Source: an optimization exercise on an open RTL-to-GDS flow (aim: small area, a short achievable clock period and few clock cycles). Production flows keep margins and buffers that such runs may drop.
Function was checked by simulation only, so behaviour that the tests miss may differ from the original.

File: flow/config.mk
export PLATFORM = sky130hd
export DESIGN_NAME = raa
export DESIGN_NICKNAME = raa
export VERILOG_FILES = /design/flow/design.v
export SDC_FILE = /design/flow/constraint.sdc
export NUM_CORES = 4
export LEC_CHECK = 0
export CAP_MARGIN = 20
export CORE_MARGIN = 2
export CORE_UTILIZATION = 40
export SLEW_MARGIN = 20
File: flow/constraint.sdc
create_clock -name core_clock -period 5.5 [get_ports {clk}]
set_input_delay 1.1000 -clock core_clock [delete_from_list [all_inputs] [get_ports {clk}]]
set_output_delay 1.1000 -clock core_clock [all_outputs]
set_load 0.01 [all_outputs]
File: flow/design.v
module raa (
    input  wire         clk,
    input  wire         rst,           
    input  wire         cmd_valid,
    output wire         cmd_ready,
    input  wire [7:0]   cmd,
    input  wire [15:0]  sa_temp,       
    input  wire [15:0]  sa_hum,
    input  wire [191:0] sb,            
    input  wire [7:0]   sx,
    output wire [15:0]  ava_temp,
    output wire [15:0]  ava_hum,
    output wire [191:0] avb,
    output wire [7:0]   avx,
    output wire [3:0]   status,
    output wire         fatal,
    output wire [3:0]   fatal_code,
    output wire [3:0]   off,
    output wire [3:0]   cnt_a,
    output wire [3:0]   cnt_b,
    output wire [3:0]   cnt_x
);
    localparam [3:0] ST_OK           = 4'd0;
    localparam [3:0] ST_EMPTY_WINDOW = 4'd7;
    localparam [3:0] ST_ILLEGAL_OP   = 4'd15;
    reg [32*10-1:0]  ha;             
    reg [192*10-1:0] hb;
    reg [8*10-1:0]   hx;
    reg [9:0]        va, vb, vx;     
    reg [3:0]  off_r;
    reg [3:0]  cnt_a_r, cnt_b_r, cnt_x_r;
    reg [31:0]  ava_r;
    reg [191:0] avb_r;
    reg [7:0]   avx_r;
    reg [3:0]  status_r;
    reg        fatal_r;
    reg [3:0]  fatal_code_r;
    reg [19:0]  sum_t, sum_h;
    reg [20*12-1:0] sum_b;
    reg [11:0]  sum_x;
    reg [1:0]   step_a, step_b, step_x;    
    reg [3:0]   rem_t, rem_h;
    reg [11:0]  qh_t, qh_h;
    reg [4*12-1:0]  rem_b;
    reg [12*12-1:0] qh_b;
    reg [3:0]   rem_x;
    reg [5:0]   qh_x;
    reg         pend;                      
    reg [1:0]   pend_ch;
    assign cmd_ready = ~pend;
    wire accept = cmd_valid & ~pend;
    wire c_push = (cmd[7:2] == 6'b010000) & (cmd[1:0] != 2'b11);
    wire c_avg  = (cmd[7:2] == 6'b010100) & (cmd[1:0] != 2'b11);
    wire c_adv  = (cmd == 8'h60);
    wire ch0 = (cmd[1:0] == 2'd0);
    wire ch1 = (cmd[1:0] == 2'd1);
    wire ch2 = (cmd[1:0] == 2'd2);
    wire push_a = accept & c_push & ch0;
    wire push_b = accept & c_push & ch1;
    wire push_x = accept & c_push & ch2;
    wire adv    = accept & c_adv;
    function [4:0] dstep;
        input [3:0] r;
        input       b;
        input [3:0] m;
        reg [4:0] t, d;
        reg [5:0] bw;
        integer i;
        begin
            t = {r, b};
            bw[0] = 1'b0;
            for (i = 0; i < 5; i = i + 1) begin
                d[i]    = t[i] ^ (i < 4 ? m[i] : 1'b0) ^ bw[i];
                bw[i+1] = (~t[i] & (i < 4 ? m[i] : 1'b0)) | (~(t[i] ^ (i < 4 ? m[i] : 1'b0)) & bw[i]);
            end
            dstep = bw[5] ? {1'b0, t[3:0]} : {1'b1, d[3:0]};
        end
    endfunction
    function [9:0] dchunk;       
        input [3:0] r;
        input [5:0] b;
        input [3:0] m;
        integer i;
        reg [4:0] s;
        reg [3:0] rr;
        reg [5:0] q;
        begin
            rr = r;
            for (i = 5; i >= 0; i = i - 1) begin
                s    = dstep(rr, b[i], m);
                q[i] = s[4];
                rr   = s[3:0];
            end
            dchunk = {q, rr};
        end
    endfunction
    function [9:0] slot_of;
        input [3:0] o;
        input [3:0] n;
        integer p;
        reg [4:0] e;
        begin
            for (p = 0; p < 10; p = p + 1) begin
                e = o + p;
                if (e >= 10) e = e - 10;
                slot_of[p] = (e[3:0] == n);
            end
        end
    endfunction
    wire [9:0] seln_a = slot_of(off_r, cnt_a_r) & va;
    wire [9:0] seln_b = slot_of(off_r, cnt_b_r) & vb;
    wire [9:0] seln_x = slot_of(off_r, cnt_x_r) & vx;
    reg [31:0]  hn_a;
    reg [191:0] hn_b;
    reg [7:0]   hn_x;
    integer p;
    always @(*) begin
        hn_a = 32'd0;
        hn_b = 192'd0;
        hn_x = 8'd0;
        for (p = 0; p < 10; p = p + 1) begin
            hn_a = hn_a | ({32{seln_a[p]}}  & ha[32*p +: 32]);
            hn_b = hn_b | ({192{seln_b[p]}} & hb[192*p +: 192]);
            hn_x = hn_x | ({8{seln_x[p]}}   & hx[8*p +: 8]);
        end
    end
    wire [31:0]  old_a = {32{va[0]}}  & ha[31:0];
    wire [191:0] old_b = {192{vb[0]}} & hb[191:0];
    wire [7:0]   old_x = {8{vx[0]}}   & hx[7:0];
    wire co_a = (off_r < cnt_a_r);
    wire co_b = (off_r < cnt_b_r);
    wire co_x = (off_r < cnt_x_r);
    wire cs_a = (off_r <= cnt_a_r);
    wire cs_b = (off_r <= cnt_b_r);
    wire cs_x = (off_r <= cnt_x_r);
    wire cn_a = (cnt_a_r != 4'd10) & (cnt_a_r != off_r);
    wire cn_b = (cnt_b_r != 4'd10) & (cnt_b_r != off_r);
    wire cn_x = (cnt_x_r != 4'd10) & (cnt_x_r != off_r);
    wire [19:0] base_t = sum_t + (cn_a ? {4'd0, hn_a[15:0] ^ 16'h8000} : 20'd0)
                               - (co_a ? {4'd0, old_a[15:0] ^ 16'h8000} : 20'd0);
    wire [19:0] base_h = sum_h + (cn_a ? {4'd0, hn_a[31:16]} : 20'd0)
                               - (co_a ? {4'd0, old_a[31:16]} : 20'd0);
    wire [19:0] new_t = base_t + (cs_a ? {4'd0, sa_temp ^ 16'h8000} : 20'd0);
    wire [19:0] new_h = base_h + (cs_a ? {4'd0, sa_hum} : 20'd0);
    reg [20*12-1:0] new_b;
    integer f;
    always @(*) begin
        for (f = 0; f < 12; f = f + 1)
            new_b[20*f +: 20] = sum_b[20*f +: 20]
                              + (cn_b ? {4'd0, hn_b[16*f +: 16]} : 20'd0)
                              - (co_b ? {4'd0, old_b[16*f +: 16]} : 20'd0)
                              + (cs_b ? {4'd0, sb[16*f +: 16]} : 20'd0);
    end
    wire [11:0] new_x = sum_x + (cn_x ? {4'd0, hn_x} : 12'd0)
                              - (co_x ? {4'd0, old_x} : 12'd0)
                              + (cs_x ? {4'd0, sx} : 12'd0);
    function [9:0] lane16;
        input [1:0]  st;
        input [19:0] s;
        input [3:0]  r;
        input [3:0]  m;
        begin
            case (st)
                2'd0:    lane16 = dchunk(s[19:16], s[15:10], m);
                2'd1:    lane16 = dchunk(r, s[9:4], m);
                default: lane16 = dchunk(r, {s[3:0], 2'b00}, m);
            endcase
        end
    endfunction
    wire [9:0] dt = lane16(step_a, sum_t, rem_t, cnt_a_r);
    wire [9:0] dh = lane16(step_a, sum_h, rem_h, cnt_a_r);
    reg  [10*12-1:0] db;
    always @(*) begin
        for (f = 0; f < 12; f = f + 1)
            db[10*f +: 10] = lane16(step_b, sum_b[20*f +: 20], rem_b[4*f +: 4], cnt_b_r);
    end
    wire [9:0] dx = (step_x == 2'd0) ? dchunk(sum_x[11:8], sum_x[7:2], cnt_x_r)
                                     : dchunk(rem_x, {sum_x[1:0], 4'b0000}, cnt_x_r);
    wire park_a = (step_a == 2'd2);
    wire park_b = (step_b == 2'd2);
    wire park_x = (step_x == 2'd2);
    wire [15:0] fin_t = {qh_t, dt[9:6]} ^ 16'h8000;
    wire [15:0] fin_h = {qh_h, dh[9:6]};
    reg  [191:0] fin_b;
    always @(*) begin
        for (f = 0; f < 12; f = f + 1)
            fin_b[16*f +: 16] = {qh_b[12*f +: 12], db[10*f + 6 +: 4]};
    end
    wire [7:0] fin_x = {qh_x, dx[9:8]};
    wire avg_a = accept & c_avg & ch0 & (cnt_a_r != 4'd0);
    wire avg_b = accept & c_avg & ch1 & (cnt_b_r != 4'd0);
    wire avg_x = accept & c_avg & ch2 & (cnt_x_r != 4'd0);
    wire avg_ok = avg_a | avg_b | avg_x;
    wire avg_wait = (avg_a & ~park_a) | (avg_b & ~park_b) | (avg_x & ~park_x);
    wire ld_a = park_a & (avg_a | (pend & (pend_ch == 2'd0)));
    wire ld_b = park_b & (avg_b | (pend & (pend_ch == 2'd1)));
    wire ld_x = park_x & (avg_x | (pend & (pend_ch == 2'd2)));
    wire avg_empty = accept & c_avg & ~avg_ok;
    wire illegal   = accept & ~c_push & ~c_avg & ~c_adv;
    integer k;
    always @(posedge clk) begin
        if (adv) begin
            for (k = 0; k < 10; k = k + 1) begin
                ha[32*k +: 32]   <= ha[32*((k+1)%10) +: 32];
                hb[192*k +: 192] <= hb[192*((k+1)%10) +: 192];
                hx[8*k +: 8]     <= hx[8*((k+1)%10) +: 8];
            end
        end else begin
            if (push_a) ha[31:0]  <= {sa_hum, sa_temp};
            if (push_b) hb[191:0] <= sb;
            if (push_x) hx[7:0]   <= sx;
        end
    end
    always @(posedge clk) begin
        if (rst) begin
            va <= 10'd0;
            vb <= 10'd0;
            vx <= 10'd0;
        end else if (adv) begin
            va <= {va[0], va[9:1]};
            vb <= {vb[0], vb[9:1]};
            vx <= {vx[0], vx[9:1]};
        end else begin
            if (push_a) va[0] <= 1'b1;
            if (push_b) vb[0] <= 1'b1;
            if (push_x) vx[0] <= 1'b1;
        end
    end
    always @(posedge clk) begin
        if (rst) begin
            off_r        <= 4'd0;
            cnt_a_r      <= 4'd0;
            cnt_b_r      <= 4'd0;
            cnt_x_r      <= 4'd0;
            ava_r        <= 32'd0;
            avb_r        <= 192'd0;
            avx_r        <= 8'd0;
            status_r     <= ST_OK;
            fatal_r      <= 1'b0;
            fatal_code_r <= 4'd0;
            sum_t        <= 20'd0;
            sum_h        <= 20'd0;
            sum_b        <= {(20*12){1'b0}};
            sum_x        <= 12'd0;
            step_a       <= 2'd2;
            step_b       <= 2'd2;
            step_x       <= 2'd2;
            pend         <= 1'b0;
            pend_ch      <= 2'd0;
        end else begin
            if (adv) off_r <= (off_r == 4'd9) ? 4'd0 : off_r + 4'd1;
            if (push_a) begin
                sum_t <= new_t;
                sum_h <= new_h;
                if (cnt_a_r != 4'd10) cnt_a_r <= cnt_a_r + 4'd1;
            end
            if (push_b) begin
                sum_b <= new_b;
                if (cnt_b_r != 4'd10) cnt_b_r <= cnt_b_r + 4'd1;
            end
            if (push_x) begin
                sum_x <= new_x;
                if (cnt_x_r != 4'd10) cnt_x_r <= cnt_x_r + 4'd1;
            end
            if (push_a)               step_a <= 2'd0;
            else if (!park_a)         step_a <= step_a + 2'd1;
            if (push_b)               step_b <= 2'd0;
            else if (!park_b)         step_b <= step_b + 2'd1;
            if (push_x)               step_x <= 2'd0;
            else if (!park_x)         step_x <= 2'd2;
            if (ld_a) ava_r <= {fin_h, fin_t};
            if (ld_b) avb_r <= fin_b;
            if (ld_x) avx_r <= fin_x;
            if (avg_wait) begin
                pend    <= 1'b1;
                pend_ch <= cmd[1:0];
            end else if (ld_a | ld_b | ld_x) begin
                pend    <= 1'b0;
            end
            if (accept) begin
                if (avg_empty) begin
                    status_r <= ST_EMPTY_WINDOW;
                    if (!fatal_r) begin
                        fatal_r      <= 1'b1;
                        fatal_code_r <= ST_EMPTY_WINDOW;
                    end
                end else if (illegal) begin
                    status_r <= ST_ILLEGAL_OP;
                    if (!fatal_r) begin
                        fatal_r      <= 1'b1;
                        fatal_code_r <= ST_ILLEGAL_OP;
                    end
                end else begin
                    status_r <= ST_OK;
                end
            end
        end
    end
    always @(posedge clk) begin
        if (step_a == 2'd0) begin
            qh_t[11:6] <= dt[9:4];  rem_t <= dt[3:0];
            qh_h[11:6] <= dh[9:4];  rem_h <= dh[3:0];
        end else if (step_a == 2'd1) begin
            qh_t[5:0]  <= dt[9:4];  rem_t <= dt[3:0];
            qh_h[5:0]  <= dh[9:4];  rem_h <= dh[3:0];
        end
        for (k = 0; k < 12; k = k + 1) begin
            if (step_b == 2'd0) begin
                qh_b[12*k + 6 +: 6] <= db[10*k + 4 +: 6];
                rem_b[4*k +: 4]     <= db[10*k +: 4];
            end else if (step_b == 2'd1) begin
                qh_b[12*k +: 6]     <= db[10*k + 4 +: 6];
                rem_b[4*k +: 4]     <= db[10*k +: 4];
            end
        end
        if (step_x == 2'd0) begin
            qh_x  <= dx[9:4];
            rem_x <= dx[3:0];
        end
    end
    assign ava_temp   = ava_r[15:0];
    assign ava_hum    = ava_r[31:16];
    assign avb        = avb_r;
    assign avx        = avx_r;
    assign status     = status_r;
    assign fatal      = fatal_r;
    assign fatal_code = fatal_code_r;
    assign off        = off_r;
    assign cnt_a      = cnt_a_r;
    assign cnt_b      = cnt_b_r;
    assign cnt_x      = cnt_x_r;
endmodule
File: flow/run.sh
#!/bin/bash
# synth_recipe.tcl (not shown) runs the flow's synth.tcl, then flattens the netlist and writes it again
# the make line also repeats each setting of config.mk as NAME=value (left out here)
make -C /OpenROAD-flow-scripts/flow DESIGN_CONFIG=/design/flow/config.mk WORK_HOME=/design/flow/orfs CLKGATE_MAP_FILE= SYNTH_SCRIPT=/design/flow/synth_recipe.tcl finish
==> results.txt <==
==> sequential cells by signal (all words and copies together), names as in the netlist, 12 cells and up <==
register	cells
hx	80
sum_x	12
avb_r	192
qh_b	144
hb	1920
sum_b	240
ha	320
qh_h	12
ava_r	32
rem_b	48
qh_t	12
sum_t	20
sum_h	20
==> worst paths after layout <==
check | from | endpoint | slack, ns | cells after the start
min reg2reg | hb[1452] | hb[1260] | 0.40 | 0
max | cnt_b_r[1] | rem_b[16] | -4.84 | 47
min | hb[1452] | hb[1260] | 0.40 | 0
max reg2reg | cnt_b_r[1] | rem_b[16] | -4.84 | 47
==> layer usage <==
layer  track usage  routed length (µm)  up-vias
met1         0.371              265000    70600
li1              -                   -    64200
met5             0                 172        -
met4        0.0718               19600       26
met2         0.388              267000     6153
met3        0.0476               55900      930
==> logic make-up (layout without fill, tap and decap cells) <==
group / count (synthesis) / count (layout) / synth area share
and+or+nand+nor: 4293 / 4293 / 0.103
AOI/OAI and AO/OA: 3158 / 3158 / 0.131
DFF: 3137 / 3137 / 0.485
buffers and inverters: 2500 / 6359 / 0.0528
adders and majority gates: 1852 / 1852 / 0.179
muxes: 574 / 574 / 0.0330
xor gates and xnor gates: 329 / 329 / 0.0158
other: 0 / 21 / 0
==> layout by cell type, fill, tap and decap left out, types with 75 or more instances in the layout <==
master / synthesis / final
nor2_1: 590 / 488
and2_1: 98 / 76
o21a_1: 78 / 78
a21oi_1: 837 / 705
clkdlybuf4s50_1: 0 / 499
inv_1: 1751 / 1571
a41o_1: 221 / 220
dfxtp_1: 583 / 570
mux2i_4: 2 / 78
edfxtp_1: 2554 / 2554
fa_2: 0 / 726
a21o_1: 81 / 81
o21ai_0: 296 / 257
buf_6: 7 / 114
nand2_1: 2565 / 2524
a222oi_1: 463 / 463
o211ai_1: 77 / 77
fa_1: 1257 / 531
buf_4: 9 / 3130
ha_1: 595 / 571
nor3_1: 193 / 172
nand3_1: 161 / 143
xnor2_1: 224 / 224
a221oi_1: 277 / 256
xor2_1: 105 / 105
mux2_2: 137 / 106
inv_2: 7 / 179
clkbuf_16: 0 / 353
clkbuf_1: 582 / 75
mux2i_1: 418 / 276
and3_1: 256 / 249
buf_12: 0 / 208
==> what timing repair did <==
item                                    in CTS  in global routing
gates resized for setup                   1129               1078
gates cloned                                 1                  1
hold endpoints to repair                     0                  0
pin swaps                                  293                558
setup buffers                              221                174
hold buffers                                 0                  0
endpoints found under the setup margin     460                470
==> report_power, final <==
part           internal, µW  switching (µW)
clock                 13400           10300
sequential            25400            21.8
combinational          1830            1920
total                 40600           12300
==> layout make-up <==
type | count | area (µm²) | area share
inverter | 1766 | 6720 | 0.0280
timing repair inverter | 1 | 30.0 | 0.000125
clock buffer | 442 | 9300 | 0.0388
tap | 5976 | 7480 | 0.0312
sequential | 3137 | 88400 | 0.369
timing repair buffer | 3960 | 34100 | 0.142
antenna | 21 | 52.6 | 0.000219
multi-input combinational | 10200 | 91700 | 0.382
clock inverter | 190 | 2110 | 0.00881
==> through the flow <==
step	cell area (µm²)	setup WS, ns
finish	240000	-4.84
global route	240000	-5.12
CTS	235000	-4.87
detailed placement	218000	-5.58
global placement	218000	-5.54
floorplan	182000	-7.79
==> flow_summary.toml <==
[clocking]
clkTransAtPathRegs_ns = 0.07
clk_latency_ns = 1.01
cts.sinks = 3137
cts_max_level = 5
cts_root_buffer = "clkbuf_16"
cts_tree = "done"
cts_buffer_depth = 4
numCtsBuffers = 347

[job]
drv_cap = 0

[logic_synthesis]
synth_most_common_cell = "nand2_1"
synth_edf_count = 2554
synth-seq-cells = 3137
synth_area_mm2 = 0.182
synth_commonest_cells = "2565 x nand2_1, 2554 x edfxtp_1, 1751 x inv_1, 1257 x fa_1, 837 x a21oi_1"
syn_avg_cell_area_um2 = 11.5
synth_area_leaders = "edfxtp_1 42%, fa_1 14%, dfxtp_1 6.4%, nand2_1 5.3%, ha_1 4.1%"
synthFlopType = "edfxtp_1"
ys_seq_area_frac = 0.485
synthDistinctLibCells = 118
yosysTopAreaCell = "edfxtp_1"
ys_warn_count = 1
synth_top_area_share = 0.421
syn-instance-count = 15800
syn_nets = 17900
async_flop_share = 0

[worst_setup_path]
worstPathBufferInverterCount = 13
worstPathArrival_ns = 11.16
path_max_fanout = 5
path_common_cell = "fa_2"
worstPathRequired_ns = 6.32
critical-path-top-delay-family = "adder cells"
crit_path_max_incr_delay_ns = 0.48
setup.worst_path.start_class = "flop"
slowest_stage = "a2111o_2"
cp-end-kind = "flop"
path_class = "flop to flop"

[global_routing]
first_global_vias = 142000
grt_first_pass_wirelength_um = 897000
antenna_found_initial = 47
overflow = 0
grt_max_degree = 148
grt_use_total = 0.255

[pwr]
p_leak_uw = 0.0917
vdd_drop_max_uv = 254
pwr_density_cell_mw_per_mm2 = 220
finalPower_uw = 52800

[timing]
post-route-min-period_ns = 10.34
grt_setup_unrepaired = "true"
fin_setup_tns_ns = -876.00
finalMaxSlewViolations = 0
fin_crit_sh = 1.88
hold_slack_ns = 0.399
clock_skew_ns = 0.0603
max_freq_mhz = 96.7
hold_viol_final = 0
slew_headroom = 0.198
setup_viol = 454
worst_pin_slew_ns = 1.20
layout_setup_ws_ns = -4.84

[drt]
firstDrtPassIters = 10
final_antenna_net_count = 0
post_drt_wl_per_cell_um = 23.6
drcViolationCount = 0
vias_per_cell = 5.52
num_vias = 142000
finalWirelength_um = 608000
drt-initial-drc-count = 15200

[die]
fp.dieH_um = 679
die-area_mm2 = 0.461
core_region_area_mm2 = 0.453
num_rows = 247
boundaryPins = 501
initial_core_util = 0.402
die_w_um = 679

[place]
io_buffers = 500
hpwl_um = 440000
gp_congestion = 0.915
numPlacedInstances = 24700

[layout]
drive_above_1_share = 0.303
areaGrowthSynthToFinish_pct = 31.6
fin_util = 0.529
final_cells = 25700
fillerInstances = 38800
fin_nets = 21500

[status]
violatedChecks = "setup timing"
status = "complete, but fails checks"

[worst_hold_path]
min_path_type = "flop to flop"
Testbench counts, summed over its fixed seeds: cycles 2,196.

separate check: timing with driven ports:
No port has a modelled driver above. Below, the same layout with a new extraction and two added sets of constraints. Step 1: set_driving_cell puts a clkbuf_16 on clk and a buf_2 on each other input, an assumption about the parent block. Step 2, shift: input delay + t, output delay - t, t = (earliest + latest rising clock arrival at the registers) / 2. This alone moves slack from input paths to output paths. Slacks: no drivers / after step 1 / after step 2; pairs: no drivers / after step 1.
t (ns): 1.108
setup WS [ns]: -4.839 / -4.839 / -4.839
cell pins on the clock port's net: 1
The setup slack of this run moves by 0.000 ns with the drivers and by 0.000 ns with both steps.
